Background: an optimization exercise with open tools, aiming at small area, a short achievable clock period and few clock cycles. Do not read the settings as production practice.
In this exercise RTL edits were held to simulation tests only and were not proved equivalent to the original.
No activity file was given, so power comes from the tool's default toggle rates.

--- flow/config.mk ---
export PLATFORM = sky130hd
export DESIGN_NAME = h1_codec
export DESIGN_NICKNAME = h1_codec
export VERILOG_FILES = /design/flow/design.v
export SDC_FILE = /design/flow/constraint.sdc
export NUM_CORES = 4
export LEC_CHECK = 0
export ABC_CLOCK_PERIOD_IN_PS = 2000
export CAP_MARGIN = 20
export CORE_MARGIN = 2
export CORE_UTILIZATION = 40
export PLACE_DENSITY = 0.6
export SETUP_SLACK_MARGIN = 2.6
export SLEW_MARGIN = 20
--- flow/constraint.sdc ---
create_clock -name core_clock -period 5.0 [get_ports {clk}]
set_input_delay 1.0000 -clock core_clock [delete_from_list [all_inputs] [get_ports {clk}]]
set_output_delay 1.0000 -clock core_clock [all_outputs]
set_load 0.01 [all_outputs]
--- flow/design.v ---
module h1_t32 (
    input  wire [31:0] y,
    output wire [31:0] t
);
    wire g0 = y[2] ^ y[7];
    wire g1 = y[0] ^ y[22];
    wire g2 = y[1] ^ y[23];
    wire g3 = y[3] ^ y[21];
    wire g4 = y[4] ^ g1;
    wire g5 = y[12] ^ y[28];
    wire g6 = y[25] ^ y[31];
    wire g7 = y[24] ^ y[29];
    wire g8 = y[11] ^ y[27];
    wire g9 = y[14] ^ y[30];
    wire g10 = y[10] ^ y[26];
    wire g11 = y[5] ^ y[8];
    wire g12 = y[6] ^ y[9];
    wire g13 = y[17] ^ g7;
    wire g14 = y[13] ^ y[18];
    wire g15 = y[15] ^ y[19];
    wire g16 = y[20] ^ g0;
    wire g17 = y[4] ^ y[24];
    wire g18 = y[16] ^ y[23];
    wire g19 = y[25] ^ g12;
    wire g20 = y[19] ^ y[29];
    wire g21 = y[7] ^ y[16];
    wire g22 = g2 ^ g10;
    wire g23 = y[26] ^ g14;
    wire g24 = g5 ^ g8;
    wire g25 = y[0] ^ g3;
    wire g26 = g6 ^ g9;
    wire g27 = g0 ^ g3;
    wire g28 = y[3] ^ y[10];
    wire g29 = y[17] ^ y[31];
    wire g30 = y[5] ^ y[15];
    wire g31 = y[9] ^ y[27];
    wire g32 = y[2] ^ y[20];
    wire g33 = y[2] ^ y[18];
    wire g34 = y[6] ^ g2;
    wire g35 = y[12] ^ g11;
    wire g36 = y[22] ^ g15;
    wire g37 = g6 ^ g24;
    wire g38 = y[30] ^ g23;
    wire g39 = y[11] ^ y[15];
    wire g40 = y[28] ^ y[31];
    wire g41 = y[5] ^ y[14];
    wire g42 = y[0] ^ y[13];
    wire g43 = y[5] ^ y[6];
    wire g44 = y[3] ^ y[26];
    wire g45 = y[3] ^ y[7];
    wire g46 = g18 ^ g32;
    wire g47 = y[30] ^ g8;
    wire g48 = y[14] ^ g11;
    wire g49 = y[27] ^ g20;
    wire g50 = g8 ^ g21;
    wire g51 = y[28] ^ g17;
    wire g52 = y[29] ^ g5;
    wire g53 = y[19] ^ g31;
    wire g54 = g30 ^ g33;
    wire g55 = y[8] ^ g40;
    wire g56 = y[13] ^ g9;
    wire g57 = g15 ^ g29;
    wire g58 = g12 ^ g18;
    wire g59 = g0 ^ g41;
    wire g60 = y[21] ^ g4;
    wire g61 = g13 ^ g19;
    wire g62 = y[25] ^ g13;
    wire g63 = y[11] ^ g4;
    wire g64 = g14 ^ g26;
    wire g65 = g4 ^ g57;
    wire g66 = g16 ^ g35;
    wire g67 = g13 ^ g56;
    wire g68 = y[16] ^ g16;
    wire g69 = g10 ^ g27;
    wire g70 = g34 ^ g68;
    wire g71 = y[8] ^ g38;
    assign t[0] = y[8] ^ g44 ^ g4 ^ g70;
    assign t[1] = y[17] ^ g2 ^ g11 ^ g17 ^ g31 ^ g27;
    assign t[2] = y[24] ^ y[28] ^ g11 ^ g28 ^ g33 ^ g4 ^ g19;
    assign t[3] = y[4] ^ y[5] ^ y[11] ^ g20 ^ g45 ^ g19 ^ g22;
    assign t[4] = y[6] ^ g10 ^ g17 ^ g47 ^ g66;
    assign t[5] = y[7] ^ y[13] ^ g11 ^ g12 ^ g25 ^ g37;
    assign t[6] = y[9] ^ y[14] ^ g28 ^ g42 ^ g46 ^ g52;
    assign t[7] = y[1] ^ y[4] ^ y[10] ^ g3 ^ g39 ^ g67;
    assign t[8] = y[12] ^ y[16] ^ g26 ^ g54 ^ g63;
    assign t[9] = y[13] ^ g65 ^ g66;
    assign t[10] = y[9] ^ g23 ^ g59 ^ g60;
    assign t[11] = y[27] ^ g28 ^ g34 ^ g36 ^ g48;
    assign t[12] = g39 ^ g16 ^ g51 ^ g58;
    assign t[13] = y[10] ^ g21 ^ g25 ^ g35 ^ g62;
    assign t[14] = y[1] ^ y[17] ^ g19 ^ g63 ^ g71;
    assign t[15] = y[12] ^ y[18] ^ y[31] ^ g22 ^ g53 ^ g59;
    assign t[16] = y[13] ^ g22 ^ g36 ^ g50 ^ g51;
    assign t[17] = g24 ^ g46 ^ g48 ^ g62;
    assign t[18] = y[15] ^ g5 ^ g25 ^ g38 ^ g61;
    assign t[19] = y[1] ^ g10 ^ g21 ^ g4 ^ g49 ^ g64;
    assign t[20] = y[3] ^ y[28] ^ g9 ^ g43 ^ g50 ^ g65;
    assign t[21] = g1 ^ g29 ^ g44 ^ g52 ^ g54;
    assign t[22] = y[22] ^ g16 ^ g49 ^ g71;
    assign t[23] = y[20] ^ y[23] ^ g9 ^ g25 ^ g53 ^ g55;
    assign t[24] = y[15] ^ g7 ^ g55 ^ g58 ^ g69;
    assign t[25] = g32 ^ g22 ^ g47 ^ g61;
    assign t[26] = y[18] ^ y[24] ^ y[30] ^ g37 ^ g69;
    assign t[27] = g20 ^ g42 ^ g37 ^ g70;
    assign t[28] = y[6] ^ g5 ^ g18 ^ g60 ^ g67;
    assign t[29] = y[7] ^ g1 ^ g2 ^ g30 ^ g13 ^ g64;
    assign t[30] = y[18] ^ y[20] ^ g17 ^ g45 ^ g26 ^ g36;
    assign t[31] = y[1] ^ g1 ^ g6 ^ g15 ^ g43 ^ g27;
endmodule
module h1_crc8 (
    input  wire [31:0] crc_in,
    input  wire [7:0]  data,
    output wire [31:0] crc_out
);
    wire [7:0] x = crc_in[7:0] ^ data;
    wire h0 = x[1] ^ x[7];
    wire h1 = x[0] ^ x[4];
    wire h2 = x[2] ^ x[3];
    wire h3 = x[5] ^ x[6];
    wire h4 = x[3] ^ x[4];
    wire h5 = x[1] ^ x[2];
    wire h6 = h2 ^ h3;
    wire h7 = x[6] ^ h0;
    wire h8 = x[2] ^ x[5];
    wire h9 = x[6] ^ x[7];
    wire h10 = x[0] ^ x[1];
    wire h11 = h1 ^ h2;
    wire h12 = x[0] ^ h3;
    wire h13 = h4 ^ h9;
    wire h14 = x[7] ^ h8;
    wire h15 = h0 ^ h4;
    wire h16 = h1 ^ h3;
    wire h17 = x[1] ^ h1;
    assign crc_out[0] = crc_in[8] ^ x[2];
    assign crc_out[1] = crc_in[9] ^ x[0] ^ x[3];
    assign crc_out[2] = crc_in[10] ^ h17;
    assign crc_out[3] = crc_in[11] ^ x[5] ^ h5;
    assign crc_out[4] = crc_in[12] ^ x[0] ^ x[6] ^ h2;
    assign crc_out[5] = crc_in[13] ^ h15;
    assign crc_out[6] = crc_in[14] ^ x[4] ^ x[5];
    assign crc_out[7] = crc_in[15] ^ h12;
    assign crc_out[8] = crc_in[16] ^ h7;
    assign crc_out[9] = crc_in[17] ^ x[7];
    assign crc_out[10] = crc_in[18] ^ x[2];
    assign crc_out[11] = crc_in[19] ^ x[3];
    assign crc_out[12] = crc_in[20] ^ h1;
    assign crc_out[13] = crc_in[21] ^ x[5] ^ h10;
    assign crc_out[14] = crc_in[22] ^ x[6] ^ h5;
    assign crc_out[15] = crc_in[23] ^ x[7] ^ h2;
    assign crc_out[16] = crc_in[24] ^ h11;
    assign crc_out[17] = crc_in[25] ^ x[3] ^ x[5] ^ h17;
    assign crc_out[18] = crc_in[26] ^ h5 ^ h16;
    assign crc_out[19] = crc_in[27] ^ h0 ^ h6;
    assign crc_out[20] = crc_in[28] ^ h13;
    assign crc_out[21] = crc_in[29] ^ x[4] ^ h14;
    assign crc_out[22] = crc_in[30] ^ h6;
    assign crc_out[23] = crc_in[31] ^ h13;
    assign crc_out[24] = h1 ^ h14;
    assign crc_out[25] = h10 ^ h6;
    assign crc_out[26] = h7 ^ h11;
    assign crc_out[27] = x[5] ^ h15;
    assign crc_out[28] = h16;
    assign crc_out[29] = h0 ^ h12;
    assign crc_out[30] = x[0] ^ h7;
    assign crc_out[31] = h0;
endmodule
module h1_codec (
    input  wire        clk,
    input  wire        rst,
    input  wire        cmd_valid,
    output wire        cmd_ready,
    input  wire [3:0]  cmd_code,
    input  wire        cmd_is_server,
    input  wire [2:0]  cmd_n,
    input  wire [15:0] cmd_len,
    input  wire [31:0] cmd_a,
    input  wire [31:0] cmd_b,
    input  wire        din_valid,
    output wire        din_ready,
    input  wire [31:0] din_data,
    output wire        rsp_valid,
    input  wire        rsp_ready,
    output wire [2:0]  rsp_status,
    output wire [31:0] rsp_data,
    output wire [31:0] rsp_data2,
    output wire [4:0]  rsp_info
);
    localparam [3:0] C_CFG_LOAD = 4'h1, C_CFG_READ = 4'h2, C_SEQ_DIST = 4'h5,
                     C_CRC_COMPUTE = 4'h6, C_CRC_VERIFY = 4'h7;
    localparam [2:0] ST_OK = 3'd0, ST_TRUNCATED = 3'd2, ST_INVALID = 3'd6,
                     ST_ILLEGAL = 3'd7;
    reg        cfg_vld;
    reg        cfg_srv;
    reg [31:0] cfg_proto;
    reg [31:0] cfg_seed;
    reg [2:0]  cfg_len;
    reg        s_idle, s_data, s_exec, s_exec2, s_resp, s_pend;
    reg        op_crc, op_ver, op_seq, op_load, op_read;
    reg [2:0]  nreg;         
    reg        drain;        
    reg [2:0]  err;
    reg [31:0] crc_n;
    reg [31:0] dreg;         
    reg        dvalid;       
    reg        dfull, dseed;
    reg [1:0]  dlane;        
    reg [15:0] rem_proc;     
    reg        ok_r;
    reg        c_full;       
    reg        c_byte;       
    reg        c_trl;        
    reg        d_last;       
    reg        seq_neg, seq_eq, seq_bo;
    reg [1:0]  trl_idx;      
    reg        rsp_valid_r, cmd_ready_r, din_ready_r;
    reg [2:0]  rsp_status_r;
    reg [4:0]  rsp_info_r;
    reg        sel_cfg, rsp_is_read;
    assign cmd_ready  = cmd_ready_r;
    assign din_ready  = din_ready_r;
    assign rsp_valid  = rsp_valid_r;
    assign rsp_status = rsp_status_r;
    assign rsp_info   = rsp_info_r;
    assign rsp_data   = crc_n;
    assign rsp_data2  = {32{sel_cfg}} & cfg_proto;
    wire take     = cmd_valid & cmd_ready_r;
    wire rtake    = rsp_valid_r & rsp_ready;
    wire din_fire = din_valid & din_ready_r;
    function automatic mgt(input [4:0] a, input [4:0] b);
        integer i;
        reg r, e;
        begin
            r = 1'b0;
            e = 1'b1;
            for (i = 4; i >= 0; i = i - 1) begin
                r = r | (e & a[i] & !b[i]);
                e = e & !(a[i] ^ b[i]);
            end
            mgt = r;
        end
    endfunction
    function automatic gtn(input [3:0] u, input [2:0] n, input [4:0] c);
        gtn = (n == 3'd0) ? mgt({1'b0, u}, c) :
              (n == 3'd1) ? mgt({1'b0, u}, c + 5'd1) :
              (n == 3'd2) ? mgt({1'b0, u}, c + 5'd2) :
              (n == 3'd3) ? mgt({1'b0, u}, c + 5'd3) : mgt({1'b0, u}, c + 5'd4);
    endfunction
    function automatic [13:0] dec14(input [13:0] x);
        integer i;
        begin
            for (i = 0; i < 14; i = i + 1)
                dec14[i] = x[i] ^ ((x & ((14'd1 << i) - 14'd1)) == 14'd0);
        end
    endfunction
    wire i_load = (cmd_code == C_CFG_LOAD);
    wire i_read = (cmd_code == C_CFG_READ);
    wire i_seq  = (cmd_code == C_SEQ_DIST);
    wire i_crc  = (cmd_code == C_CRC_COMPUTE) || (cmd_code == C_CRC_VERIFY);
    wire i_ver  = (cmd_code == C_CRC_VERIFY);
    wire i_nbad = cmd_n[2] && (cmd_n[1] || cmd_n[0]);
    wire i_short = (cmd_len[15:3] == 13'd0) && mgt({2'b00, cmd_n}, {2'b00, cmd_len[2:0]});
    wire i_drain = i_ver && (i_nbad || i_short || (cmd_n == 3'd0));
    wire [2:0] i_err = !i_ver ? ST_OK : i_nbad ? ST_INVALID : i_short ? ST_TRUNCATED : ST_OK;
    wire [2:0] i_status = i_load ? (i_nbad ? ST_INVALID : ST_OK) : ST_ILLEGAL;
    wire [4:0] cfg_info = {cfg_vld && (cfg_len != 3'd0), cfg_vld ? cfg_len : 3'd0,
                           cfg_vld && cfg_srv};
    wire [31:0] cfg_seed_v = cfg_vld ? cfg_seed : 32'd0;
    wire i_len_nz = (cmd_len != 16'd0);
    wire direct   = !s_resp || rsp_ready;
    wire t_direct = take && direct;
    wire go_n     = s_pend && rsp_ready;             
    wire [31:0] crc = ~crc_n;
    wire [31:0] t32_out;
    h1_t32 u_t32 (.y(crc ^ dreg), .t(t32_out));
    wire [31:0] byte_out;
    h1_crc8 u_crc8 (.crc_in(crc), .data(dreg[7:0]), .crc_out(byte_out));
    wire [7:0]  crc_sel  = crc_n[8 * trl_idx +: 8];
    wire        trl_eq   = (dreg[7:0] == crc_sel);
    wire        ok_next  = ok_r && !(c_trl && !trl_eq);
    wire        full_now = dvalid && dfull;
    wire        byte_now = dvalid && !dfull;
    wire        hi_nz    = (rem_proc[15:4] != 12'd0);
    wire [3:0]  lo       = rem_proc[3:0];
    wire        proc_gt4 = hi_nz || mgt({1'b0, lo}, 5'd4);
    wire        dec4     = full_now && !dseed;
    wire        wdone    = full_now || (byte_now && ((dlane == 2'd3) || (lo[2:0] == 3'd1)));
    wire [13:0] hi_dec   = dec14(rem_proc[15:2]);
    wire [13:0] lo_dec   = dec14({10'd0, lo});
    wire [15:0] proc_nx  = dec4 ? (proc_gt4 ? {hi_dec, rem_proc[1:0]} : 16'd0) :
                           byte_now ? {12'd0, lo_dec[3:0]} : rem_proc;
    wire        ge_n4_0  = hi_nz || gtn(lo, nreg, 5'd3);
    wire        ge_n4_1  = hi_nz || gtn(lo, nreg, 5'd4);
    wire        ge_n4_4  = hi_nz || gtn(lo, nreg, 5'd7);
    wire        gt_n_0   = gtn(lo, nreg, 5'd0);
    wire        gt_n_1   = gtn(lo, nreg, 5'd1);
    wire        gt_n_4   = gtn(lo, nreg, 5'd4);
    wire        eq1_0    = (lo[2:0] == 3'd1);
    wire        eq1_1    = (lo[2:0] == 3'd2);
    wire        eq1_4    = (lo[2:0] == 3'd5);
    wire        nf_full  = drain || (dec4 ? ge_n4_4 : byte_now ? ge_n4_1 : ge_n4_0);
    wire        cov_n    = dec4 ? gt_n_4 : byte_now ? gt_n_1 : gt_n_0;
    wire        one_n    = dec4 ? eq1_4 : byte_now ? eq1_1 : eq1_0;
    wire        data_end = d_last;
    wire        gt_1     = hi_nz || mgt({1'b0, lo}, 5'd1);
    wire        gt_5     = hi_nz || mgt({1'b0, lo}, 5'd5);
    wire        gt_8     = hi_nz || mgt({1'b0, lo}, 5'd8);
    wire        pnz      = hi_nz || (lo != 4'd0);
    wire        need_f   = dec4 ? gt_8 : byte_now ? gt_5 : proc_gt4;
    wire        need_e   = dec4 ? proc_gt4 : byte_now ? gt_1 : pnz;
    wire        dvalid_n = dvalid && !wdone;
    wire [1:0]  dlane_n  = byte_now ? {dlane[1] ^ dlane[0], !dlane[0]} : dlane;
    wire        need_c   = (dlane_n == 2'd0) ? mgt({1'b0, lo}, 5'd5) :
                           (dlane_n == 2'd1) ? mgt({1'b0, lo}, 5'd4) :
                           (dlane_n == 2'd2) ? mgt({1'b0, lo}, 5'd3) : mgt({1'b0, lo}, 5'd2);
    wire        c_full_n = 1'b0;                      
    wire        c_byte_n = dvalid_n && cov_n;
    wire        c_trl_n  = dvalid_n && !cov_n;
    wire        c_full_f = nf_full && !drain;
    wire        c_byte_f = !nf_full && cov_n;
    wire        c_trl_f  = !nf_full && !cov_n;
    wire        rdy_n    = s_data && !data_end &&
                           (dvalid_n ? (need_c && ((dlane_n == 2'd3) || one_n)) : need_e);
    wire        rdy_f    = need_f && nf_full;
    wire [8:0]  seq_lo   = {1'b0, rem_proc[7:0]} - {1'b0, dreg[7:0]};
    wire [7:0]  seq_hi   = rem_proc[15:8] - dreg[15:8] - {7'd0, seq_bo};
    wire        seq_lt   = (rem_proc[14:0] < dreg[14:0]);
    wire        seq_ne   = (rem_proc[14:0] != dreg[14:0]);
    wire crc_hold = !(c_full || c_byte || s_exec2 || (s_exec && op_read) ||
                      s_idle || rtake || (c_trl && d_last));
    wire s_data_nx  = t_direct ? i_crc : (s_data && !data_end) || (go_n && op_crc);
    wire s_exec_nx  = t_direct ? (i_seq || i_read) : (go_n && !op_crc);
    wire s_exec2_nx = s_exec && op_seq;
    wire s_pend_nx  = (take && !direct) || (s_pend && !rsp_ready);
    wire s_resp_nx  = t_direct ? !i_crc && !i_seq && !i_read :
                      !take && ((s_data && data_end) || (s_exec && !op_seq) || s_exec2 ||
                                (s_resp && !rsp_ready));
    wire s_idle_nx  = !take && (s_idle || (s_resp && rsp_ready));
    always @(posedge clk) begin
        if (rst) begin
            cfg_vld      <= 1'b0;
            s_idle       <= 1'b1;
            s_data       <= 1'b0;
            s_exec       <= 1'b0;
            s_exec2      <= 1'b0;
            s_resp       <= 1'b0;
            s_pend       <= 1'b0;
            dvalid       <= 1'b0;
            rsp_valid_r  <= 1'b0;
            cmd_ready_r  <= 1'b0;
            din_ready_r  <= 1'b0;
            c_full       <= 1'b0;
            c_byte       <= 1'b0;
            c_trl        <= 1'b0;
            d_last       <= 1'b0;
        end else begin
            s_idle      <= s_idle_nx;
            s_data      <= s_data_nx;
            s_exec      <= s_exec_nx;
            s_exec2     <= s_exec2_nx;
            s_resp      <= s_resp_nx;
            s_pend      <= s_pend_nx;
            rsp_valid_r <= s_resp_nx || s_pend_nx;
            if (take)
                d_last <= t_direct && i_crc && !i_len_nz;
            else if (go_n)
                d_last <= op_crc && !pnz;
            else if (din_fire)
                d_last <= nf_full ? !need_f : one_n;
            else
                d_last <= dvalid_n && one_n && s_data && !data_end;
            if (take) begin
                dvalid <= t_direct && i_crc;
                c_full <= t_direct && i_crc && !i_drain;
                c_byte <= 1'b0;
                c_trl  <= 1'b0;
            end else if (go_n) begin
                dvalid <= op_crc;
                c_full <= op_crc && !drain;
                c_byte <= 1'b0;
                c_trl  <= 1'b0;
            end else if (din_fire) begin
                dvalid <= 1'b1;
                c_full <= c_full_f;
                c_byte <= c_byte_f;
                c_trl  <= c_trl_f;
            end else begin
                dvalid <= dvalid_n;
                c_full <= c_full_n;
                c_byte <= c_byte_n;
                c_trl  <= c_trl_n;
            end
            if (take)
                din_ready_r <= t_direct && i_crc && i_len_nz;
            else if (go_n)
                din_ready_r <= op_crc && pnz;
            else if (din_fire)
                din_ready_r <= rdy_f;
            else
                din_ready_r <= rdy_n;
            if (take && i_load && !i_nbad)
                cfg_vld <= 1'b1;
            if (data_end) begin
                rsp_status_r <= err;
                rsp_info_r   <= {4'd0, op_ver && (err == ST_OK) && ok_next};
                sel_cfg      <= 1'b0;
                rsp_is_read  <= 1'b0;
            end
            if (s_exec) begin
                rsp_status_r <= op_load ? ((nreg > 3'd4) ? ST_INVALID : ST_OK) :
                                (op_read || op_seq) ? ST_OK : ST_ILLEGAL;
                rsp_info_r   <= op_read ? cfg_info : 5'd0;
                sel_cfg      <= op_read && cfg_vld;
                rsp_is_read  <= op_read;
            end
            if (s_exec2)
                rsp_info_r   <= {2'b00, seq_neg, seq_eq, !seq_neg && !seq_eq};
            if (t_direct && !i_crc && !i_seq && !i_read) begin
                rsp_status_r <= i_status;
                rsp_info_r   <= 5'd0;
                sel_cfg      <= 1'b0;
                rsp_is_read  <= 1'b0;
            end
            if (take)
                cmd_ready_r <= t_direct && !i_crc && !i_seq && !i_read;
            else if (s_data)
                cmd_ready_r <= data_end;
            else if (s_exec)
                cmd_ready_r <= !op_read && !op_seq;
            else if (s_exec2)
                cmd_ready_r <= 1'b1;
            else if (s_resp)
                cmd_ready_r <= rsp_ready || !rsp_is_read;
            else if (s_idle)
                cmd_ready_r <= 1'b1;
            else
                cmd_ready_r <= 1'b0;
        end
        crc_n <= ({32{c_full}} & ~t32_out) |
                 ({32{c_byte}} & ~byte_out) |
                 ({32{s_exec2}} & {{16{seq_neg}}, seq_hi, rem_proc[7:0]}) |
                 ({32{s_exec && op_read}} & cfg_seed_v) |
                 ({32{crc_hold}} & crc_n);
        if (take && i_load && !i_nbad) begin
            cfg_srv   <= cmd_is_server;
            cfg_proto <= cmd_b;
            cfg_seed  <= cmd_a;
            cfg_len   <= cmd_n;
        end
        trl_idx <= {proc_nx[1] ^ !proc_nx[0], !proc_nx[0]};
        if (s_exec) begin
            seq_neg <= (rem_proc[15] ^ dreg[15] ^ seq_lt) && seq_ne;
            seq_eq <= (rem_proc == dreg[15:0]);
            seq_bo <= seq_lo[8];
        end
        if (cmd_ready_r) begin
            op_crc   <= i_crc;
            op_ver   <= i_ver;
            op_seq   <= i_seq;
            op_load  <= i_load;
            op_read  <= i_read;
            err      <= i_err;
            nreg     <= (i_crc && !i_ver) ? 3'd0 : cmd_n;
            drain    <= i_drain;
            ok_r     <= 1'b1;
            dreg     <= cmd_a;
            dfull    <= 1'b1;
            dseed    <= 1'b1;
            dlane    <= 2'd0;
            rem_proc <= i_seq ? cmd_b[15:0] : cmd_len;
        end else begin
            if (s_data) begin
                rem_proc <= proc_nx;
                ok_r     <= ok_next;
            end
            if (s_exec && op_seq)
                rem_proc[7:0] <= seq_lo[7:0];
            if (din_ready_r) begin
                dreg     <= din_data;
                dfull    <= nf_full;
                dseed    <= 1'b0;
                dlane    <= 2'd0;
            end else if (byte_now) begin
                dreg     <= dreg >> 8;
                dlane    <= dlane_n;
            end
        end
    end
endmodule
--- flow/flow/run.sh ---
#!/bin/bash
# Layout flow: the standard flow (standard.sh: ORFS synthesis to the
# final layout, unchanged), with the I/O port buffers that global placement
# inserts made from sky130_fd_sc_hd__buf_1 instead of the resizer's default
# pick. Every port still gets its own buffer. The full output of the ORFS
# run goes to flow_standard.log in this folder; each tool's own log is kept
# by ORFS under orfs/logs/.
set -euo pipefail
export BUFFER_PORTS_ARGS="-buffer_cell sky130_fd_sc_hd__buf_1"
bash standard.sh > flow_standard.log 2>&1
--- flow/standard.sh ---
#!/bin/bash
# synth_recipe.tcl (not shown) runs the flow's synth.tcl, then flattens the netlist and writes it again
# the make line also repeats each setting of config.mk as NAME=value (left out here)
make -C /OpenROAD-flow-scripts/flow DESIGN_CONFIG=/design/flow/config.mk WORK_HOME=/design/flow/orfs CLKGATE_MAP_FILE= SYNTH_SCRIPT=/design/flow/synth_recipe.tcl "${@:-finish}"
==> impl_metrics.csv, run 1 <==
group,metric,value,unit
critical_path,critPathLaunchType,"flip-flop",
sta,rsz0062_at_grt,"yes",
synth,yosysUniqueCellTypes,66,
place,dp.cells,1834,
synth,synth_top_flop_cell,"edfxtp_1",
sta,relSlewSlack,0.341,
cells_and_area,drive_above_1_share,0.203,
cells_and_area,fin_nets,1667,
sta,max_slew.worst_pin.slew,0.984,ns
sta,setup_ws,2.60,ns
sta,setup_viol,0,
die,num_rows,66,
critical_path,path_class,"reg -> reg",
sta,whs,0.484,ns
synth,async_reset_ff_frac,0,
place,pre_cts_ws,1.90,ns
cts,clkLatencyLatePin,0.46,ns
cells_and_area,most-common-layout-cells,"buf_1 (198), xnor2_1 (172), edfxtp_1 (140)",
synth,avgSynthCellArea,10.6,µm²
cells_and_area,n_antenna_cell,0,
synth,ys_seq_area_frac,0.405,
detailed_routing,first_pass_iters,5,
synth,synth_area,0.0131,mm²
grt,grt_use_total,0.261,
die,dieArea,0.0341,mm²
cts,clock_sinks,194,
power_and_ir_drop,ir_worst_vdd,0.000342,V
power_and_ir_drop,power.leakage,0.00584,µW
grt,global_route.overflow_total,0,
synth,synth_top_area_cell,"edfxtp_1",
power_and_ir_drop,p_seq_frac,0.218,
synth,synth-edff-count,140,
die,core_area,0.0324,mm²
sta,fin_crit_sh,0.481,
cells_and_area,final_common_cell,"buf_1",
power_and_ir_drop,pwr-share-clk,0.145,
detailed_routing,initialDrtViolationCount,940,
worst_hold_path,min_path_type,"reg -> reg",
synth,synth_top_area_frac,0.322,
synth,syn_inst,1232,
synth,synth_fp_nets,1401,
critical_path,cp-end-kind,"flip-flop",
die,io_pins,200,
sta,clock.fmax,416,MHz
cts,htreeDepth,4,
synth,synth-warning-count,1,
grt,grt_max_degree,93,
cts,cts_tree,"yes",
power_and_ir_drop,p_sw,4250,µW
cts,clkTransAtPathRegs,0.08,ns
sta,hold_viol,0,
detailed_routing,wl_per_cell,22.6,µm
place,routabilityCongestion,1.02,
critical_path,crit_fanout,4,
sta,fin_crit,2.40,ns
synth,synthTopCellsByArea,"edfxtp_1 (32%), xnor2_1 (14%), dfxtp_1 (8.3%), xor2_1 (5.4%), ha_1 (3.9%)",
detailed_routing,num_vias,10900,
power_and_ir_drop,cellPowerDensity,587,mW/mm²
die,die_h,185,µm
critical_path,cp.arrival,2.74,ns
detailed_routing,ant_nets,0,
detailed_routing,via_per_inst,5.57,
cts,numCtsBuffers,17,
detailed_routing,drc_errors,0,
place,dp_hpwl,31800,µm
sta,skew,0.0172,ns
critical_path,crit_required,5.33,ns
place,io_buffers,199,
status,status,"complete, no violations",
cts,cts_hold_buffers,0,
cells_and_area,fin_cells,1953,
die,initial_core_util,0.403,
sta,tns,0,ns
synth,ys_seq_elements,194,
die,die_width,185,µm
power_and_ir_drop,cell_internal_pwr,5470,µW
grt,grt_pass1_vias,10300,
cts,clock-root-buffer,"clkbuf_16",
sta,slew_viol_final,0,
grt,antenna_found_initial,0,
power_and_ir_drop,p_total,9720,µW
grt,grt_pass1_wl,65100,µm
cts,clk_path_buf_depth,2,
flow_run,cap_violations,0,
detailed_routing,routed_wl,44100,µm
cells_and_area,area_growth,26.9,%
power_and_ir_drop,p_comb_frac,0.637,
power_and_ir_drop,switching_share,0.437,
==> cells in the mapped netlist (all sizes together), types with 7 or more instances <==
master,count
a211oi,8
a21o,7
a21oi,63
a221o,17
a222oi,16
a22o,9
a31oi,7
and2,38
clkbuf,48
dfxtp,54
edfxtp,140
ha,41
inv,49
mux2,8
mux2i,32
mux4,8
nand2,85
nand2b,7
nand4,10
nor2,42
nor2b,17
nor3,20
nor4,10
o211ai,18
o21ai,69
o31ai,8
xnor2,232
xor2,91
==> layer usage <==
layer	GRT usage	part of all wire	vias to the layer above
met2	0.400	0.45	534
li1	-	-	4950
met3	0.0539	0.085	74
met5	0	0	-
met4	0.0949	0.033	0
met1	0.364	0.43	5319
==> worst paths after layout <==
| kind | slack, ns | end | from | depth (start not counted) |
|---|---|---|---|---|
| max | 2.60 | crc_n[18] | dreg[5] | 9 |
| min | 0.48 | cfg_vld | cfg_vld | 2 |
| max reg2reg | 2.60 | crc_n[18] | dreg[5] | 9 |
| min reg2reg | 0.48 | cfg_vld | cfg_vld | 2 |
==> sequential cells by signal, indices dropped and copies added, names as in the netlist, 3 cells and up <==
| name | flops |
|---|---|
| cfg_len | 3 |
| cfg_proto | 32 |
| cfg_seed | 32 |
| crc_n | 32 |
| dreg | 32 |
| nreg | 3 |
| rem_proc | 16 |
| rsp_info_r | 5 |
| rsp_status_r | 3 |
==> kinds of logic after synthesis <==
| kind of cell | count (synthesis) | synth area share |
|---|---|---|
| and+or+nand+nor | 260 | 0.0998 |
| xor gates and xnor gates | 323 | 0.240 |
| AOI/OAI and AO/OA | 260 | 0.133 |
| buffers and inverters | 102 | 0.0318 |
| adders and majority gates | 45 | 0.0447 |
| DFF | 194 | 0.405 |
| muxes | 48 | 0.0453 |
==> through the flow <==
step | area [µm²] | utilization
floorplan | 13100 | -
global placement | 14300 | 0.441
detailed placement | 14300 | 0.442
CTS | 15900 | 0.491
global route | 16600 | 0.512
finish | 16600 | 0.512
==> what timing repair did <==
action,4_1_cts,5_1_grt
gates cloned,1,0
endpoints found under the setup margin,168,120
buffers inserted,59,27
resized for setup,76,87
pin swaps,19,32
==> final cells by class <==
cell class	instances	area, µm²
clock buffer	21	503
fill	2938	15800
clock inverter	11	88.8
multi-input combinational	937	8320
timing repair buffer	299	1610
inverter	49	184
sequential	194	5310
tap	442	553
==> power by group through the flow <==
stage                     combinational, µW  clock [µW]  sequential [µW]
after floorplan                        3920           0             2040
after global placement                 5140           0             2160
after detailed placement               5110           0             2160
after CTS                              5680        1440             2110
after global routing                   6550        1490             2130
final                                  6190        1410             2120
==> critical path, stage by stage (launching register included) <==
cell,delay [ns]
edfxtp_1,0.49
xnor2_4,0.26
buf_4,0.20
buf_4,0.16
xor2_4,0.34
xnor2_4,0.22
xnor2_2,0.17
xnor2_1,0.11
a21oi_1,0.23
o21ai_1,0.09
Testbench counts, summed over its fixed seeds: cycles 77,486.
==> inputs of run 2 (changes only) <==
--- a/flow/config.mk
+++ b/flow/config.mk
@@ -8,3 +8,3 @@
 export ABC_CLOCK_PERIOD_IN_PS = 2000
-export CAP_MARGIN = 20
+export CAP_MARGIN = 5
 export CORE_MARGIN = 2
@@ -13,2 +13,2 @@
 export SETUP_SLACK_MARGIN = 2.6
-export SLEW_MARGIN = 20
+export SLEW_MARGIN = 5
==> impl_metrics.csv, run 2 <==
group,metric,value,unit
die,die_h,185,µm
synth,synth-edff-count,140,
die,num_rows,66,
sta,fin_crit,2.46,ns
worst_hold_path,min_path_type,"reg -> reg",
place,io_buffers,199,
power_and_ir_drop,ir_worst_vdd,0.000347,V
worst_hold_path,hold_end,"ok_r",
sta,setup_viol,0,
grt,grt_use_total,0.261,
grt,grt_max_degree,93,
sta,rsz0062_at_grt,"yes",
die,die_width,185,µm
cts,clock_sinks,194,
die,core_area,0.0324,mm²
die,dieArea,0.0341,mm²
critical_path,r2r_start,"rem_proc[2]",
sta,slew_viol_final,0,
critical_path,crit_top_cell,"buf_6",
critical_path,critPathLaunchType,"flip-flop",
synth,ys_seq_area_frac,0.405,
critical_path,worstRegToRegCells,10,
critical_path,crit_required,4.00,ns
worst_hold_path,hold_depth,2,
synth,synth_fp_nets,1401,
cells_and_area,fin_cells,1959,
synth,synth_top_flop_cell,"edfxtp_1",
cells_and_area,fin_nets,1673,
sta,setup_ws,2.54,ns
detailed_routing,first_pass_iters,6,
synth,synthTopCellsByArea,"edfxtp_1 (32%), xnor2_1 (14%), dfxtp_1 (8.3%), xor2_1 (5.4%), ha_1 (3.9%)",
grt,global_route.overflow_total,0,
cts,cts_tree,"yes",
cells_and_area,drive_above_1_share,0.243,
critical_path,max_stage_delay,0.42,ns
synth,synth_most_common_cell,"xnor2_1",
sta,tns,0,ns
die,io_pins,200,
critical_path,r2r_slack,2.60,ns
sta,hold_viol,0,
critical_path,crit_fanout,8,
place,dp_hpwl,31700,µm
cells_and_area,most-common-layout-cells,"xnor2_1 (178), buf_1 (166), edfxtp_1 (140)",
place,pre_cts_ws,1.90,ns
cts,clkTransAtPathRegs,0.07,ns
sta,relSlewSlack,0.405,
critical_path,r2r_end,"dfull",
detailed_routing,wl_per_cell,23.1,µm
synth,synth_area,0.0131,mm²
die,initial_core_util,0.403,
sta,clock.fmax,406,MHz
synth,synth-warning-count,1,
detailed_routing,via_per_inst,5.55,
synth,async_reset_ff_frac,0,
cts,numCtsBuffers,17,
cts,htreeDepth,4,
worst_hold_path,min_from,"ok_r",
flow_run,cap_violations,0,
grt,grt_pass1_wl,65100,µm
synth,avgSynthCellArea,10.6,µm²
detailed_routing,ant_nets,0,
synth,synth_top_area_frac,0.322,
cts,clkLatencyLatePin,0.47,ns
detailed_routing,routed_wl,45200,µm
place,routabilityCongestion,1.02,
grt,antenna_found_initial,0,
detailed_routing,num_vias,10900,
grt,grt_pass1_vias,10300,
critical_path,cp-end-kind,"output port",
cts,clock-root-buffer,"clkbuf_16",
place,dp.cells,1833,
detailed_routing,drc_errors,0,
sta,fin_crit_sh,0.492,
power_and_ir_drop,cellPowerDensity,567,mW/mm²
critical_path,cp.arrival,1.46,ns
synth,syn_inst,1232,
cells_and_area,n_antenna_cell,0,
sta,max_slew.worst_pin.slew,0.889,ns
cts,clk_path_buf_depth,2,
critical_path,path_class,"reg -> out",
sta,skew,0.0331,ns
synth,synth_top_area_cell,"edfxtp_1",
synth,yosysUniqueCellTypes,66,
critical_path,worstPathCellList,"buf_6 > clkbuf_16 > and2_4 > buf_6",
cells_and_area,area_growth,30.5,%
status,status,"complete, no violations",
power_and_ir_drop,power.leakage,0.00608,µW
critical_path,critical-path-slowest-cell,"edfxtp_1",
cells_and_area,final_common_cell,"xnor2_1",
synth,ys_seq_elements,194,
detailed_routing,initialDrtViolationCount,1239,
synth,synth_common_cells,"xnor2_1 (213), edfxtp_1 (140), nand2_1 (85)",
## run 2: cell counts after synthesis
No cell type changed its count.
## run 2: timing repair
action	in CTS	in global routing
gates resized for setup	86	209
hold buffers	0	0
pin swaps	30	34
setup buffers	58	32
setup endpoints to repair	168	123
cloned	2	2
## run 2: power breakdown
group,leakage [µW],switching [µW],internal (µW),total [µW]
registers,0.00176,243,1880,2130
logic,0.00403,3270,2800,6070
clock network,0.000295,665,791,1460
## run 2: stage by stage
step	hold WS (ns)	total power (µW)	instance area (µm²)	utilization
after detailed placement	0.478	7260	14300	0.441
final	0.492	9650	17000	0.526
after global routing	0.526	10100	17000	0.526
after global placement	0.445	7300	14300	0.441
after floorplan	0.432	5960	13100	-
after CTS	0.494	9220	16000	0.493
## run 2: per-layer routing
layer	GRT usage	part of all wire
met5	0	0
met4	0.0721	0.021
met3	0.0565	0.078
met2	0.405	0.46
met1	0.368	0.44
## run 2: layout make-up
class / instances / area [µm²]
sequential: 194 / 5310
clock inverter: 9 / 88.8
multi-input combinational: 937 / 8410
tap: 442 / 553
timing repair inverter: 1 / 5.00
fill: 2910 / 15300
clock buffer: 23 / 520
timing repair buffer: 304 / 1950
inverter: 49 / 190
## run 2: critical path, delay by kind of cell (launching register included)
family,cells,cell delay (ns)
buffers and inverters,3,0.46
DFF,1,0.42
and+or+nand+nor,1,0.14
## run 2: worst max-delay path by stage
stage | from | to | slack, ns
floorplan | rem_proc[3] | c_trl | 2.61
global placement | cmd_code[3] | rsp_status_r[0] | 1.99
detailed placement | cmd_code[3] | rsp_status_r[0] | 1.90
CTS | dreg[8] | crc_n[9] | 2.48
global route | rem_proc[7] | c_trl | 2.48
finish | sel_cfg | rsp_data2[23] | 2.54
## run 2: logic make-up after synthesis
family                     synth area share
AOI/OAI and AO/OA                     0.133
xor gates and xnor gates              0.240
adders and majority gates            0.0447
and+or+nand+nor                      0.0998
buffers and inverters                0.0318
DFF                                   0.405
muxes                                0.0453
==> inputs of run 3 (changes only) <==
--- a/flow/config.mk
+++ b/flow/config.mk
@@ -8,3 +8,3 @@
 export ABC_CLOCK_PERIOD_IN_PS = 2000
-export CAP_MARGIN = 5
+export CAP_MARGIN = 20
 export CORE_MARGIN = 2
@@ -12,3 +12,4 @@
 export PLACE_DENSITY = 0.6
-export SETUP_SLACK_MARGIN = 2.6
-export SLEW_MARGIN = 5
+export SETUP_SLACK_MARGIN = 2.75
+export SLEW_MARGIN = 20
+export TNS_END_PERCENT = 10
==> impl_metrics.csv, run 3 <==
group,metric,value,unit
cts,clkLatencyLatePin,0.46,ns
place,pre_cts_ws,1.99,ns
synth,synth_top_flop_cell,"edfxtp_1",
cells_and_area,most-common-layout-cells,"buf_1 (195), xnor2_1 (175), edfxtp_1 (140)",
grt,grt_use_total,0.267,
die,initial_core_util,0.403,
place,routabilityCongestion,0.997,
synth,synth_top_area_frac,0.322,
synth,ys_seq_elements,194,
worst_hold_path,min_path_type,"reg -> reg",
cts,clock-root-buffer,"clkbuf_16",
detailed_routing,ant_nets,0,
detailed_routing,drc_errors,0,
cells_and_area,area_growth,32.0,%
grt,antenna_found_initial,1,
critical_path,crit_fanout,4,
power_and_ir_drop,cellPowerDensity,588,mW/mm²
synth,async_reset_ff_frac,0,
detailed_routing,first_pass_iters,9,
cts,htreeDepth,4,
sta,max_slew.worst_pin.slew,1.06,ns
place,dp_hpwl,31900,µm
grt,grt_max_degree,57,
cts,clk_path_buf_depth,2,
synth,synth_common_cells,"xnor2_1 (213), edfxtp_1 (140), nand2_1 (85)",
cts,clock_sinks,194,
sta,fin_crit,2.52,ns
die,dieArea,0.0341,mm²
power_and_ir_drop,ir_worst_vdd,0.000307,V
sta,rsz0062_at_grt,"yes",
die,io_pins,200,
power_and_ir_drop,power.leakage,0.00611,µW
synth,synthTopCellsByArea,"edfxtp_1 (32%), xnor2_1 (14%), dfxtp_1 (8.3%), xor2_1 (5.4%), ha_1 (3.9%)",
detailed_routing,num_vias,11200,
synth,synth-edff-count,140,
die,core_area,0.0324,mm²
cts,cts_tree,"yes",
sta,skew,0.0225,ns
cts,numCtsBuffers,17,
synth,syn_inst,1232,
cells_and_area,fin_nets,1710,
sta,hold_viol,0,
synth,synth_fp_nets,1401,
detailed_routing,routed_wl,46400,µm
die,die_h,185,µm
synth,avgSynthCellArea,10.6,µm²
critical_path,path_class,"reg -> reg",
critical_path,critPathLaunchType,"flip-flop",
cts,clkTransAtPathRegs,0.08,ns
detailed_routing,initialDrtViolationCount,1276,
synth,ys_seq_area_frac,0.405,
sta,relSlewSlack,0.290,
status,status,"complete, no violations",
synth,yosysUniqueCellTypes,66,
sta,clock.fmax,396,MHz
cells_and_area,drive_above_1_share,0.221,
detailed_routing,wl_per_cell,23.3,µm
cells_and_area,final_common_cell,"buf_1",
critical_path,crit_required,5.30,ns
synth,synth_area,0.0131,mm²
flow_run,cap_violations,0,
detailed_routing,via_per_inst,5.60,
synth,synth-warning-count,1,
synth,synth_top_area_cell,"edfxtp_1",
grt,grt_pass1_wl,66700,µm
grt,grt_pass1_vias,10700,
grt,global_route.overflow_total,0,
die,num_rows,66,
synth,synth_most_common_cell,"xnor2_1",
cells_and_area,n_antenna_cell,0,
die,die_width,185,µm
place,io_buffers,199,
sta,tns,0,ns
critical_path,cp-end-kind,"flip-flop",
sta,fin_crit_sh,0.505,
sta,slew_viol_final,0,
critical_path,cp.arrival,2.82,ns
sta,setup_viol,0,
sta,setup_ws,2.48,ns
-- run 3: cell counts after synthesis --
No cell type changed its count.
-- run 3: final cells by class --
type / count / area (µm²)
Fill cell: 2844 / 15100
Multi-Input combinational cell: 937 / 8510
Sequential cell: 194 / 5300
Timing Repair Buffer: 342 / 2070
Tap cell: 442 / 553
Clock buffer: 18 / 429
Inverter: 49 / 190
Clock inverter: 14 / 174
-- run 3: through the flow --
stage	instances	hold slack [ns]	util	cell area, µm²	power (µW)
2_1_floorplan	1232	0.432	-	13100	5970
3_3_place_gp	1834	0.446	0.442	14300	7270
3_5_place_dp	1834	0.462	0.442	14300	7230
6_report	1996	0.478	0.532	17200	10100
4_1_cts	1958	0.477	0.510	16500	9530
5_1_grt	1996	0.499	0.532	17200	10500
-- run 3: report_power, final --
part           switching [µW]  leakage, µW  internal (µW)  total, µW
sequential                246      0.00175           1880       2130
clock                     726     0.000286            720       1450
combinational            3470      0.00407           3090       6560
total                    4440      0.00611           5700      10100
-- run 3: cells by family after synthesis --
logic type      count (synthesis)  synth area share
xor+xnor                      323             0.240
compound gates                260             0.133
simple gates                  260            0.0998
flops                         194             0.405
buf+inv                       102            0.0318
mux                            48            0.0453
fa+ha+maj                      45            0.0447
-- run 3: timing repair --
item,4_1_cts,5_1_grt
resized for setup,116,66
setup endpoints to repair,213,226
pin swaps,40,31
buffers inserted,91,37
cloned,1,1
hold buffers,0,0
-- run 3: critical path, cell delays in order (launching register included) --
cell      delay, ns
edfxtp_1       0.51
xnor2_4        0.33
buf_4          0.19
xor2_2         0.29
xor2_1         0.29
xnor2_1        0.14
xnor2_1        0.26
xor2_1         0.24
o211ai_1       0.12
-- run 3: final timing paths --
check / from / end / slack, ns / depth (start not counted)
setup reg to reg: dreg[4] / crc_n[4] / 2.48 / 8
setup / recovery: dreg[4] / crc_n[4] / 2.48 / 8
hold reg to reg: cfg_vld / cfg_vld / 0.48 / 2
hold / removal: cfg_vld / cfg_vld / 0.48 / 2
-- run 3: metal layers --
metal  wire, µm  global-route usage  up-vias
met4       1550               0.100        0
met5          0                   0        -
met2      21100               0.409      564
met3       4270              0.0646      101
li1           -                   -     5038
met1      19500               0.365     5465
==> inputs of run 4 (changes only) <==
--- a/flow/design.v
+++ b/flow/design.v
@@ -329,2 +329,5 @@
                       s_idle || rtake || (c_trl && d_last));
+    wire rp_hold = !(cmd_ready_r || s_data || (s_exec && op_seq));
+    wire d_shift = byte_now && !din_ready_r && !cmd_ready_r;
+    wire d_hold  = !(cmd_ready_r || din_ready_r || byte_now);
     wire s_data_nx  = t_direct ? i_crc : (s_data && !data_end) || (go_n && op_crc);
@@ -442,2 +445,10 @@
                  ({32{crc_hold}} & crc_n);
+        rem_proc <= ({16{cmd_ready_r}} & (i_seq ? cmd_b[15:0] : cmd_len)) |
+                    ({16{s_data}} & proc_nx) |
+                    ({16{s_exec && op_seq}} & {rem_proc[15:8], seq_lo[7:0]}) |
+                    ({16{rp_hold}} & rem_proc);
+        dreg     <= ({32{cmd_ready_r}} & cmd_a) |
+                    ({32{din_ready_r}} & din_data) |
+                    ({32{d_shift}} & {8'd0, dreg[31:8]}) |
+                    ({32{d_hold}} & dreg);
         if (take && i_load && !i_nbad) begin
@@ -464,3 +475,2 @@
             ok_r     <= 1'b1;
-            dreg     <= cmd_a;
             dfull    <= 1'b1;
@@ -468,12 +478,6 @@
             dlane    <= 2'd0;
-            rem_proc <= i_seq ? cmd_b[15:0] : cmd_len;
         end else begin
-            if (s_data) begin
-                rem_proc <= proc_nx;
+            if (s_data)
                 ok_r     <= ok_next;
-            end
-            if (s_exec && op_seq)
-                rem_proc[7:0] <= seq_lo[7:0];
             if (din_ready_r) begin
-                dreg     <= din_data;
                 dfull    <= nf_full;
@@ -482,3 +486,2 @@
             end else if (byte_now) begin
-                dreg     <= dreg >> 8;
                 dlane    <= dlane_n;
--- a/flow/config.mk
+++ b/flow/config.mk
@@ -12,3 +12,3 @@
 export PLACE_DENSITY = 0.6
-export SETUP_SLACK_MARGIN = 2.75
+export SETUP_SLACK_MARGIN = 2.6
 export SLEW_MARGIN = 20
==> impl_metrics.csv, run 4 <==
group,metric,value,unit
synth,synth_top_flop_cell,"dfxtp_1",
cells_and_area,area_growth,20.6,%
cts,numCtsBuffers,17,
cts,clock-root-buffer,"clkbuf_16",
power_and_ir_drop,p_comb_frac,0.704,
critical_path,critical-path-slowest-cell,"dfxtp_1",
grt,grt_pass1_wl,65700,µm
cts,clkTransAtPathRegs,0.08,ns
critical_path,path_delay_family,"XOR/XNOR gates",
detailed_routing,wl_per_cell,23.7,µm
power_and_ir_drop,cell_internal_pwr,6550,µW
cts,htreeDepth,4,
sta,hold_viol,0,
cts,clkLatencyLatePin,0.46,ns
synth,avgSynthCellArea,10.0,µm²
die,core_area,0.0315,mm²
critical_path,crit_top_cell,"xnor2_1",
synth,yosysUniqueCellTypes,70,
power_and_ir_drop,power.leakage,0.00540,µW
synth,synth_common_cells,"xnor2_1 (216), dfxtp_1 (102), edfxtp_1 (92)",
sta,fin_crit,2.51,ns
critical_path,path_buf_inv,1,
cells_and_area,fin_nets,1652,
synth,ys_seq_elements,194,
sta,tns,0,ns
synth,async_reset_ff_frac,0,
power_and_ir_drop,p_sw,6180,µW
detailed_routing,via_per_inst,5.78,
cells_and_area,drive_above_1_share,0.146,
synth,synth_fp_nets,1445,
detailed_routing,initialDrtViolationCount,1294,
sta,slew_viol_final,0,
critical_path,r2r_slack,2.49,ns
sta,fin_crit_sh,0.502,
place,pre_cts_ws,1.82,ns
synth,synth-edff-count,92,
worst_hold_path,hold_depth,2,
detailed_routing,routed_wl,44900,µm
worst_hold_path,min_from,"cfg_vld",
die,die_h,183,µm
synth,syn_inst,1276,
power_and_ir_drop,switching_share,0.485,
sta,clock.fmax,399,MHz
grt,global_route.overflow_total,0,
worst_hold_path,hold_end,"cfg_vld",
critical_path,crit_required,5.30,ns
critical_path,crit_fanout,5,
grt,grt_max_degree,70,
critical_path,worstPathCellList,"xnor2_4 > buf_12 > xnor2_1 > xnor2_1 > xnor2_1 > xor2_1 > o221ai_1",
synth,synth_top_area_frac,0.216,
cells_and_area,fin_cells,1898,
power_and_ir_drop,pwr-share-clk,0.110,
grt,grt_use_total,0.263,
power_and_ir_drop,ir_worst_vdd,0.000574,V
sta,setup_ws,2.49,ns
cells_and_area,most-common-layout-cells,"buf_1 (196), xnor2_1 (191), edfxtp_1 (92)",
synth,synth_area,0.0128,mm²
critical_path,max_stage_delay,0.57,ns
critical_path,cp-end-kind,"flip-flop",
worst_hold_path,min_path_type,"reg -> reg",
place,io_buffers,199,
cts,clock_sinks,194,
critical_path,critPathLaunchType,"flip-flop",
detailed_routing,ant_nets,0,
grt,antenna_found_initial,0,
sta,rsz0062_at_grt,"yes",
sta,setup_viol,0,
die,io_pins,200,
detailed_routing,num_vias,11000,
cells_and_area,final_common_cell,"buf_1",
critical_path,cp.arrival,2.81,ns
synth,synth-warning-count,1,
place,dp_hpwl,33200,µm
place,routabilityCongestion,0.973,
critical_path,worstRegToRegCells,7,
power_and_ir_drop,p_seq_frac,0.185,
place,dp.cells,1829,
synth,synthTopCellsByArea,"edfxtp_1 (22%), dfxtp_1 (16%), xnor2_1 (15%), xor2_1 (4.5%), ha_1 (4.0%)",
detailed_routing,drc_errors,0,
critical_path,path_class,"reg -> reg",
grt,grt_pass1_vias,10500,
critical_path,r2r_end,"crc_n[18]",
die,die_width,183,µm
cts,cts_tree,"yes",
synth,synth_top_area_cell,"edfxtp_1",
critical_path,r2r_start,"crc_n[6]",
sta,skew,0.0130,ns
status,status,"complete, no violations",
cts,clk_path_buf_depth,2,
sta,relSlewSlack,0.448,
synth,synth_most_common_cell,"xnor2_1",
cells_and_area,n_antenna_cell,0,
detailed_routing,first_pass_iters,6,
die,initial_core_util,0.405,
die,dieArea,0.0334,mm²
sta,max_slew.worst_pin.slew,0.828,ns
synth,ys_seq_area_frac,0.376,
power_and_ir_drop,cellPowerDensity,827,mW/mm²
die,num_rows,65,
flow_run,cap_violations,0,
## run 4: power groups by stage
| stage | Clock (µW) | Sequential [µW] | Combinational [µW] |
|---|---|---|---|
| after floorplan | 0 | 2120 | 6290 |
| after global routing | 1460 | 2380 | 9440 |
| after global placement | 0 | 2330 | 8340 |
| final | 1400 | 2360 | 8970 |
| after CTS | 1410 | 2330 | 8600 |
| after detailed placement | 0 | 2330 | 8230 |
## run 4: worst max path at each step
stage,to,startpoint,depth (start not counted),slack (ns)
2_1_floorplan,rsp_info_r[3],cmd_code[1],6,2.53
5_1_grt,crc_n[1],dreg[3],7,2.42
6_report,crc_n[18],crc_n[6],7,2.49
4_1_cts,d_last,rem_proc[2],9,2.29
3_5_place_dp,rsp_status_r[1],cmd_code[0],7,1.82
3_3_place_gp,rsp_status_r[0],cmd_code[0],7,1.89
## run 4: what timing repair did
item	4_1_cts	5_1_grt
pin swaps	10	4
resized for setup	48	60
setup buffers	20	14
hold buffers	0	0
gates cloned	1	2
endpoints found under the setup margin	175	149
## run 4: area by class of cell
cell class / instances / area [µm²]
Inverter: 61 / 236
Tap cell: 402 / 503
Timing Repair Buffer: 244 / 1140
Multi-Input combinational cell: 964 / 8080
Fill cell: 2910 / 16100
Sequential cell: 194 / 4840
Timing Repair inverter: 1 / 5.00
Clock buffer: 18 / 439
Clock inverter: 14 / 146
## run 4: metrics by stage
stage	util	hold slack [ns]	total power (µW)	instance area, µm²
finish	0.489	0.473	12700	15400
CTS	0.476	0.478	12300	15000
global route	0.489	0.490	13300	15400
floorplan	-	0.418	8410	12800
global placement	0.442	0.445	10700	13900
detailed placement	0.442	0.444	10600	13900
## run 4: cells by family (layout without fill, tap and decap cells)
logic type	after synthesis	in the layout	share of synthesized area
AO/OA/AOI/OAI	301	301	0.163
XOR/XNOR	310	310	0.238
adder cells (fa/ha/maj)	45	45	0.0457
buffers and inverters	120	338	0.0368
flip-flops	194	194	0.376
multiplexers	27	27	0.0307
AND/OR/NAND/NOR	279	281	0.109
## run 4: worst reg2reg max path, cell delays in order (launching register included)
cell and delay, ns:
dfxtp_1 0.57, xnor2_4 0.13, buf_12 0.16, xnor2_1 0.53, xnor2_1 0.32, xnor2_1 0.31
xor2_1 0.18, o221ai_1 0.15
## run 4: metal layers
metal	vias up	global-route usage	part of all wire
met1	5321	0.363	0.43
met3	82	0.0613	0.088
met4	0	0.0874	0.029
li1	5019	-	-
met2	539	0.406	0.46
met5	-	0	0
Testbench counts of run 4, summed over its fixed seeds: cycles 77,486.
==> inputs of run 5 (changes only) <==
--- a/flow/config.mk
+++ b/flow/config.mk
@@ -14,2 +14 @@
 export SLEW_MARGIN = 20
-export TNS_END_PERCENT = 10
==> impl_metrics.csv, run 5 <==
group,metric,value,unit
cts,numCtsBuffers,17,
critical_path,crit_fanout,11,
sta,max_slew.worst_pin.slew,0.885,ns
critical_path,cp-end-kind,"flip-flop",
die,num_rows,65,
die,dieArea,0.0334,mm²
critical_path,crit_required,5.32,ns
cells_and_area,area_growth,23.1,%
worst_hold_path,hold_depth,2,
cells_and_area,most-common-layout-cells,"buf_1 (195), xnor2_1 (173), edfxtp_1 (92)",
status,status,"complete, no violations",
sta,clock.fmax,413,MHz
grt,antenna_found_initial,1,
synth,synth-warning-count,1,
sta,slew_viol_final,0,
synth,async_reset_ff_frac,0,
sta,relSlewSlack,0.410,
cts,clock-root-buffer,"clkbuf_16",
synth,syn_inst,1276,
synth,synth_most_common_cell,"xnor2_1",
sta,fin_crit,2.42,ns
cells_and_area,fin_nets,1660,
sta,setup_ws,2.58,ns
place,io_buffers,199,
cts,clk_path_buf_depth,2,
synth,synth_top_area_frac,0.216,
sta,whs,0.476,ns
power_and_ir_drop,cellPowerDensity,851,mW/mm²
cells_and_area,drive_above_1_share,0.177,
cells_and_area,fin_cells,1906,
grt,grt_use_total,0.269,
die,die_width,183,µm
grt,global_route.overflow_total,0,
detailed_routing,first_pass_iters,7,
grt,grt_pass1_wl,67000,µm
cells_and_area,n_antenna_cell,0,
detailed_routing,ant_nets,0,
critical_path,path_class,"reg -> reg",
synth,ys_seq_area_frac,0.376,
critical_path,r2r_start,"crc_n[5]",
worst_hold_path,min_from,"ok_r",
synth,synth-edff-count,92,
synth,synthTopCellsByArea,"edfxtp_1 (22%), dfxtp_1 (16%), xnor2_1 (15%), xor2_1 (4.5%), ha_1 (4.0%)",
sta,setup_viol,0,
die,io_pins,200,
detailed_routing,initialDrtViolationCount,1648,
synth,synth_common_cells,"xnor2_1 (216), dfxtp_1 (102), edfxtp_1 (92)",
detailed_routing,via_per_inst,5.82,
critical_path,r2r_end,"crc_n[18]",
cells_and_area,fin_util,0.499,
die,core_area,0.0315,mm²
synth,avgSynthCellArea,10.0,µm²
synth,synth_fp_nets,1445,
synth,synth_area,0.0128,mm²
place,pre_cts_ws,1.83,ns
cells_and_area,final_common_cell,"buf_1",
critical_path,worstRegToRegCells,7,
detailed_routing,drc_errors,0,
sta,rsz0062_at_grt,"yes",
synth,synth_top_area_cell,"edfxtp_1",
power_and_ir_drop,power.leakage,0.00553,µW
place,routabilityCongestion,0.962,
cts,cts_tree,"yes",
sta,tns,0,ns
sta,hold_viol,0,
cells_and_area,fill_cells,2877,
power_and_ir_drop,ir_worst_vdd,0.000639,V
cts,clkTransAtPathRegs,0.08,ns
sta,fin_crit_sh,0.484,
cts,htreeDepth,4,
sta,skew,0.0200,ns
flow_run,cap_violations,0,
die,die_h,183,µm
synth,yosysUniqueCellTypes,70,
detailed_routing,routed_wl,46000,µm
synth,ys_seq_elements,194,
place,dp_hpwl,33400,µm
die,initial_core_util,0.405,
worst_hold_path,hold_end,"ok_r",
cts,clock_sinks,194,
worst_hold_path,min_path_type,"reg -> reg",
detailed_routing,wl_per_cell,24.1,µm
critical_path,critPathLaunchType,"flip-flop",
cts,clkLatencyLatePin,0.46,ns
synth,synth_top_flop_cell,"dfxtp_1",
grt,grt_max_degree,37,
grt,grt_pass1_vias,10500,
critical_path,cp.arrival,2.74,ns
critical_path,r2r_slack,2.58,ns
detailed_routing,num_vias,11100,
cts,cts_hold_buffers,0,
place,dp.cells,1828,
run 5: cell counts after synthesis:
No cell type changed its count.
run 5: final cells by class:
class                      count  area (µm²)  area share
clock buffer                  17         425      0.0271
tap                          402         503      0.0320
multi-input combinational    965        8320       0.530
timing repair inverter         1        5.00    0.000319
timing repair buffer         251        1190      0.0761
clock inverter                15         153     0.00972
sequential                   194        4860       0.310
inverter                      61         244      0.0155
run 5: worst max-delay path by stage:
stage / startpoint / end / depth (start not counted)
floorplan: cmd_code[0] / rsp_info_r[3] / 6
global placement: cmd_code[0] / rsp_status_r[0] / 7
detailed placement: cmd_code[0] / rsp_status_r[0] / 7
CTS: c_full / crc_n[8] / 5
global route: crc_n[5] / crc_n[5] / 8
finish: crc_n[5] / crc_n[18] / 7
run 5: cells by family (layout without fill, tap and decap cells):
group | count (synthesis) | count (layout) | synth area share
AO/OA/AOI/OAI | 301 | 301 | 0.163
XOR/XNOR | 310 | 310 | 0.238
adder cells (fa/ha/maj) | 45 | 45 | 0.0457
buffers and inverters | 120 | 345 | 0.0368
flip-flops | 194 | 194 | 0.376
multiplexers | 27 | 27 | 0.0307
AND/OR/NAND/NOR | 279 | 282 | 0.109
run 5: stage by stage:
| stage | power, µW | area [µm²] |
|---|---|---|
| after floorplan | 8410 | 12800 |
| after global placement | 10800 | 13900 |
| after detailed placement | 10600 | 13900 |
| after CTS | 12600 | 15200 |
| after global routing | 13900 | 15700 |
| final | 13400 | 15700 |
run 5: worst max-delay path: stages (launching register included):
cell and delay, ns:
dfxtp_1 0.49, xnor2_1 0.15, buf_4 0.31, xnor2_2 0.19
xnor2_1 0.56, xnor2_1 0.23, xor2_1 0.20, o221ai_1 0.14
run 5: timing repair:
action,in CTS,in global routing
gates resized for setup,85,76
buffers inserted,28,14
setup endpoints to repair,163,124
pin swaps,14,11
gates cloned,2,2
run 5: power by group:
part           internal (µW)  switching, µW
clock network            699            682
logic                   4260           5350
registers               1880            501
total                   6840           6530
run 5: per-layer routing:
layer	wire length, µm	global-route usage
met2	21000	0.417
met3	3910	0.0515
met4	1240	0.0874
met5	13	0
met1	19800	0.377
==> inputs of run 6 (changes only) <==
--- a/flow/config.mk
+++ b/flow/config.mk
@@ -12,3 +12,3 @@
 export PLACE_DENSITY = 0.6
-export SETUP_SLACK_MARGIN = 2.6
+export SETUP_SLACK_MARGIN = 2.65
 export SLEW_MARGIN = 20
==> impl_metrics.csv, run 6 <==
group,metric,value,unit
grt,grt_use_total,0.270,
critical_path,cp-end-kind,"flip-flop",
synth,avgSynthCellArea,10.0,µm²
cells_and_area,area_growth,25.0,%
critical_path,path_buf_inv,0,
critical_path,r2r_slack,2.62,ns
cts,numCtsBuffers,17,
sta,whs,0.474,ns
grt,grt_pass1_vias,10500,
power_and_ir_drop,cellPowerDensity,846,mW/mm²
critical_path,path_delay_family,"XOR/XNOR gates",
cells_and_area,most-common-layout-cells,"buf_1 (195), xnor2_1 (173), edfxtp_1 (92)",
synth,synthTopCellsByArea,"edfxtp_1 (22%), dfxtp_1 (16%), xnor2_1 (15%), xor2_1 (4.5%), ha_1 (4.0%)",
cells_and_area,n_antenna_cell,0,
grt,grt_max_degree,37,
critical_path,crit_fanout,5,
place,routabilityCongestion,0.996,
grt,antenna_found_initial,0,
detailed_routing,ant_nets,0,
cts,cts_tree,"yes",
synth,yosysUniqueCellTypes,70,
critical_path,max_stage_delay,0.57,ns
critical_path,critical-path-slowest-cell,"dfxtp_1",
die,dieArea,0.0334,mm²
place,io_buffers,199,
cells_and_area,final_common_cell,"buf_1",
cts,clock_sinks,194,
critical_path,cp.arrival,2.71,ns
status,status,"complete, no violations",
place,dp_hpwl,33500,µm
critical_path,crit_required,5.33,ns
cells_and_area,fin_util,0.507,
sta,slew_viol_final,0,
synth,synth-warning-count,1,
synth,synth_common_cells,"xnor2_1 (216), dfxtp_1 (102), edfxtp_1 (92)",
cts,clk_path_buf_depth,2,
synth,ys_seq_elements,194,
die,io_pins,200,
synth,syn_inst,1276,
cells_and_area,fin_nets,1669,
die,die_h,183,µm
die,num_rows,65,
synth,async_reset_ff_frac,0,
sta,rsz0062_at_grt,"yes",
grt,grt_pass1_wl,67100,µm
detailed_routing,first_pass_iters,9,
power_and_ir_drop,ir_worst_vdd,0.000586,V
die,initial_core_util,0.405,
sta,skew,0.0165,ns
worst_hold_path,min_path_type,"reg -> reg",
synth,synth_top_flop_cell,"dfxtp_1",
critical_path,worstPathCellList,"xnor2_4 > xor2_1 > xnor2_2 > xor2_1 > xnor2_1 > xnor2_1 > a221o_1",
sta,setup_ws,2.62,ns
flow_run,cap_violations,0,
sta,relSlewSlack,0.424,
cts,clkTransAtPathRegs,0.08,ns
synth,synth_top_area_cell,"edfxtp_1",
cts,clkLatencyLatePin,0.45,ns
synth,synth_most_common_cell,"xnor2_1",
critical_path,critPathLaunchType,"flip-flop",
grt,global_route.overflow_total,0,
sta,hold_viol,0,
synth,synth-edff-count,92,
detailed_routing,routed_wl,45700,µm
sta,fin_crit_sh,0.475,
cells_and_area,fill_cells,2881,
sta,tns,0,ns
cts,clock-root-buffer,"clkbuf_16",
synth,synth_area,0.0128,mm²
power_and_ir_drop,power.leakage,0.00564,µW
die,core_area,0.0315,mm²
cts,cts_hold_buffers,0,
sta,fin_crit,2.38,ns
sta,clock.fmax,421,MHz
cells_and_area,drive_above_1_share,0.183,
synth,ys_seq_area_frac,0.376,
sta,max_slew.worst_pin.slew,0.864,ns
cts,htreeDepth,4,
synth,synth_top_area_frac,0.216,
detailed_routing,wl_per_cell,23.9,µm
synth,synth_fp_nets,1445,
detailed_routing,initialDrtViolationCount,1343,
detailed_routing,num_vias,11200,
place,pre_cts_ws,1.94,ns
sta,setup_viol,0,
detailed_routing,drc_errors,0,
die,die_width,183,µm
critical_path,path_class,"reg -> reg",
detailed_routing,via_per_inst,5.86,
-- run 6: kinds of logic (layout without fill, tap and decap cells) --
group / Yosys count / in the layout / share of synthesized area
muxes: 27 / 27 / 0.0307
DFF: 194 / 194 / 0.376
and+or+nand+nor: 279 / 282 / 0.109
buffers and inverters: 120 / 354 / 0.0368
xor gates and xnor gates: 310 / 310 / 0.238
adders and majority gates: 45 / 45 / 0.0457
AOI/OAI and AO/OA: 301 / 301 / 0.163
-- run 6: final timing paths --
kind / cells after the start / endpoint / from
worst max register to register: 7 / crc_n[16] / crc_n[15]
worst min-delay path: 2 / cfg_vld / cfg_vld
worst min register to register: 2 / cfg_vld / cfg_vld
worst max-delay path: 7 / crc_n[16] / crc_n[15]
-- run 6: where the power goes --
| part | internal [µW] | switching, µW | total, µW |
|---|---|---|---|
| Combinational | 4340 | 5280 | 9620 |
| Sequential | 1880 | 484 | 2370 |
| Clock | 860 | 643 | 1500 |
| Total | 7080 | 6410 | 13500 |
-- run 6: layout make-up --
class | count | area [µm²] | area share
Timing Repair Buffer | 260 | 1320 | 0.0828
Clock buffer | 22 | 454 | 0.0285
Inverter | 61 | 244 | 0.0153
Clock inverter | 10 | 170 | 0.0107
Tap cell | 402 | 503 | 0.0315
Timing Repair inverter | 1 | 5.00 | 0.000314
Sequential cell | 194 | 4870 | 0.306
Multi-Input combinational cell | 965 | 8380 | 0.525
-- run 6: worst register-to-register path: stages (launching register included) --
cell     delay [ns]
dfxtp_1        0.57
xnor2_4        0.23
xor2_1         0.29
xnor2_2        0.17
xor2_1         0.29
xnor2_1        0.13
xnor2_1        0.20
a221o_1        0.37
-- run 6: metal layers --
layer,vias up,part of all wire,GRT usage
met4,0,0.030,0.0913
li1,5067,-,-
met5,-,0,0
met2,574,0.46,0.417
met3,77,0.093,0.0497
met1,5510,0.42,0.380
-- run 6: per-stage QoR --
step                      cells  power, µW  cell area [µm²]
final                      1915      13500            15900
after global routing       1915      14000            15900
after CTS                  1891      12700            15400
after detailed placement   1828      10600            13900
after global placement     1828      10600            13900
after floorplan            1276       8410            12800
-- run 6: what timing repair did --
item / CTS / global route
resized for setup: 102 / 77
pin swaps: 15 / 17
cloned: 3 / 1
endpoints found under the setup margin: 168 / 146
buffers inserted: 28 / 23

## afterwards: timing with drivers on the ports
In the flow no input, the clock included, has a driving cell. The finished layouts below were timed again as built, in two steps. Step 1 assumes that a clkbuf_16 drives the clock port and a buf_2 every other input. Step 2 also shifts input and output timing later by t, the mid clock arrival at the registers, as if the neighbouring blocks saw the same clock. a / b / c = ideal / step 1 / step 2; a / b = the first two.
run	shift t [ns]	setup slack, ns	latest minus earliest clock arrival (ns)	cell pins on the clock port's net
run 1	0.494	2.595 / 2.588 / 2.242	0.018 / 0.017	1
run 2	0.516	2.538 / 2.480 / 2.203	0.033 / 0.033	1
run 3	0.502	2.475 / 2.475 / 2.078	0.023 / 0.024	1
run 4	0.508	2.491 / 2.491 / 2.080	0.013 / 0.013	1
run 5	0.496	2.581 / 2.581 / 2.203	0.020 / 0.020	1
run 6	0.494	2.624 / 2.610 / 2.265	0.017 / 0.017	1
After both steps every run listed still meets setup and hold. For run 4, which loses most, drivers alone change the setup slack by 0.000 ns; drivers and shift together by -0.411 ns.
